Background: an optimization exercise with open tools, aiming at small area, a short achievable clock period and few clock cycles per item. Do not read the settings as production practice.
Function was checked by simulation only, so behaviour that the tests miss may differ from the original.
Power and IR drop assume default switching activity.

==> module cmd_queue, before the edit <==
module cmd_queue (
    input  wire       clk,
    input  wire       rst,
    input  wire       do_enq,
    input  wire [7:0] enq_byte,
    input  wire       do_deq,
    output wire [7:0] head
);
    reg [7:0] slot [0:14];
    reg [3:0] wr;
    reg [3:0] rd;
    reg       full;
    wire       empty = (wr == rd) && !full;
    wire [3:0] wr_n  = (wr == 4'd14) ? 4'd0 : wr + 4'd1;
    wire [3:0] rd_n  = (rd == 4'd14) ? 4'd0 : rd + 4'd1;
    assign head = empty ? 8'h00 : slot[rd];
    always @(posedge clk) begin
        if (do_enq && !full)
            slot[wr] <= enq_byte;
    end
    always @(posedge clk) begin
        if (rst) begin
            wr   <= 4'd0;
            rd   <= 4'd0;
            full <= 1'b0;
        end else begin
            if (do_enq && !full) begin
                wr <= wr_n;
                if (wr_n == rd)
                    full <= 1'b1;
            end
            if (do_deq && !empty) begin
                rd   <= rd_n;
                full <= 1'b0;
            end
        end
    end
endmodule
==> module rgb_ir_block, before the edit <==
module rgb_ir_block (
    input  wire        clk,
    input  wire        rst,           
    input  wire        op_valid,
    output wire        op_ready,
    input  wire [31:0] op_word,
    output reg         res_valid,     
    output reg  [7:0]  res_data,
    output wire        ir_valid,      
    output wire        ir_repeat,
    output wire [15:0] ir_addr,
    output wire [7:0]  ir_cmd,
    output wire [9:0]  duty_r,        
    output wire [9:0]  duty_g,
    output wire [9:0]  duty_b,
    output wire [2:0]  ch_en,
    output wire        gen_run,
    output wire        frame_ready,
    output reg         refused
);
    wire [3:0] op      = op_word[31:28];
    wire       z27_17  = (op_word[27:17] == 11'd0);
    wire       z16     = !op_word[16];
    wire       z15_8   = (op_word[15:8] == 8'd0);
    wire       z7_0    = (op_word[7:0] == 8'd0);
    wire       z27_8   = z27_17 && z16 && z15_8;
    wire       z27_0   = z27_8 && z7_0;
    wire is_out_write = (op_word[31:30] == 2'b11);
    wire is_edge      = (op == 4'h1) && z27_17;
    wire is_tick      = (op == 4'h2) && z27_17 && z16;
    wire is_deframe   = (op == 4'h3) && z27_0;
    wire is_enq       = (op == 4'h4) && z27_8;
    wire is_deq       = (op == 4'h5) && z27_0;
    wire is_rollover  = (op == 4'h6) && z27_0;
    wire is_drain     = (op == 4'h7) && z27_0;
    wire is_pwr_off   = (op == 4'h8) && z27_0;
    wire is_pwr_on    = (op == 4'h9) && z27_0;
    wire is_legal = is_out_write | is_edge | is_tick | is_deframe | is_enq |
                    is_deq | is_rollover | is_drain | is_pwr_off | is_pwr_on;
    wire busy_next;       
    wire ir_stall_next;   
    wire busy;
    reg  ready_r;         
    reg  en_r;            
    assign op_ready = ready_r;
    wire go = op_valid && en_r;
    wire refused_next = refused || (go && !is_legal);
    always @(posedge clk) begin
        if (rst) begin
            refused <= 1'b0;
            ready_r <= 1'b1;
            en_r    <= 1'b1;
        end else begin
            refused <= refused_next;
            ready_r <= !busy_next && !ir_stall_next;
            en_r    <= !busy_next && !ir_stall_next && !refused_next;
        end
    end
    wire [7:0] head;
    wire [7:0] ticks;
    ir_decoder u_ir (
        .clk         (clk),
        .rst         (rst),
        .do_edge     (go && is_edge),
        .edge_pol    (op_word[16]),
        .do_tick     (go && is_tick),
        .ts          (op_word[15:0]),
        .do_deframe  (go && is_deframe),
        .frame_ready (frame_ready),
        .out_valid   (ir_valid),
        .out_repeat  (ir_repeat),
        .out_addr    (ir_addr),
        .out_cmd     (ir_cmd),
        .stall_next  (ir_stall_next)
    );
    cmd_queue u_queue (
        .clk       (clk),
        .rst       (rst),
        .do_enq    (go && is_enq),
        .enq_byte  (op_word[7:0]),
        .do_deq    (go && is_deq),
        .head      (head)
    );
    out_stage u_out (
        .clk         (clk),
        .rst         (rst),
        .do_write    (go && is_out_write),
        .v_r         (op_word[29:20]),
        .v_g         (op_word[19:10]),
        .v_b         (op_word[9:0]),
        .do_rollover (go && is_rollover),
        .do_drain    (go && is_drain),
        .do_pwr_off  (go && is_pwr_off),
        .do_pwr_on   (go && is_pwr_on),
        .comm_r      (duty_r),
        .comm_g      (duty_g),
        .comm_b      (duty_b),
        .ch_en       (ch_en),
        .gen_run     (gen_run),
        .ticks       (ticks),
        .busy        (busy),
        .busy_next   (busy_next)
    );
    always @(posedge clk) begin
        if (rst) begin
            res_valid <= 1'b0;
            res_data  <= 8'd0;
        end else begin
            res_valid <= go && (is_deq || is_drain);
            if (go && is_deq)
                res_data <= head;
            else if (go && is_drain)
                res_data <= ticks;
        end
    end
endmodule
Settings: LEC_CHECK=0, ABC_AREA=1, CAP_MARGIN=20, CORE_MARGIN=2, CORE_UTILIZATION=40, SETUP_SLACK_MARGIN=4.0, SLEW_MARGIN=20, SYNTH_MEMORY_MAX_BITS=65536; clock period 6.5 ns.
run.sh (not shown) runs the stock make flow with config.mk's settings and CLKGATE_MAP_FILE= SYNTH_SCRIPT=/design/flow/synth_recipe.tcl, a recipe that flattens the netlist after the stock synthesis.
Testbench counts at the start, summed over its fixed seeds: cycles 167,566, ops 160,000.
Then changed:
--- a/flow/design.v
+++ b/flow/design.v
@@ -2129,11 +2129,11 @@
     wire       empty = (wr == rd) && !full;
     wire [3:0] wr_n  = (wr == 4'd14) ? 4'd0 : wr + 4'd1;
     wire [3:0] rd_n  = (rd == 4'd14) ? 4'd0 : rd + 4'd1;
     assign head = empty ? 8'h00 : slot[rd];
     always @(posedge clk) begin
-        if (do_enq && !full)
+        if (!full)
             slot[wr] <= enq_byte;
     end
     always @(posedge clk) begin
         if (rst) begin
             wr   <= 4'd0;
@@ -2340,17 +2340,12 @@
         .ticks       (ticks),
         .busy        (busy),
         .busy_next   (busy_next)
     );
     always @(posedge clk) begin
-        if (rst) begin
+        if (rst)
             res_valid <= 1'b0;
-            res_data  <= 8'd0;
-        end else begin
+        else
             res_valid <= go && (is_deq || is_drain);
-            if (go && is_deq)
-                res_data <= head;
-            else if (go && is_drain)
-                res_data <= ticks;
-        end
+        res_data <= op_word[29] ? ticks : head;
     end
 endmodule
Result:
- clock skew hardly moves
- global-route usage came out lower by 2.0 points
- total power came out lower by 4.6%
- clock-buffer cell count came out higher by 1
- synthesized cell count came out lower by about 2.2%
Testbench counts after the change, summed over its fixed seeds: cycles 167,566, ops 160,000.

[static timing again, ports no longer ideal]
The results above use ideal ports. As a check the final layouts listed here were re-extracted and re-timed, cells and wires unchanged. Step 1 assumes that a clkbuf_16 drives the clock port and a buf_2 every other input. Step 2 also shifts input and output timing later by t, the mid clock arrival at the registers, as if the neighbouring blocks saw the same clock. Three values: ideal ports, drivers, drivers and shift; two values: the first two.
| run | shift t [ns] | setup WS [ns] | worst data-port slew with drivers (ns) |
|---|---|---|---|
| the first run | 0.639 | 3.729 / 3.747 / 3.108 | 0.06 |
| the second run | 0.631 | 3.900 / 3.917 / 3.302 | 0.09 |
After both steps setup and hold are still met in every run listed. For the first run, which loses most, drivers alone change the setup slack by +0.018 ns; drivers and shift together by -0.621 ns.
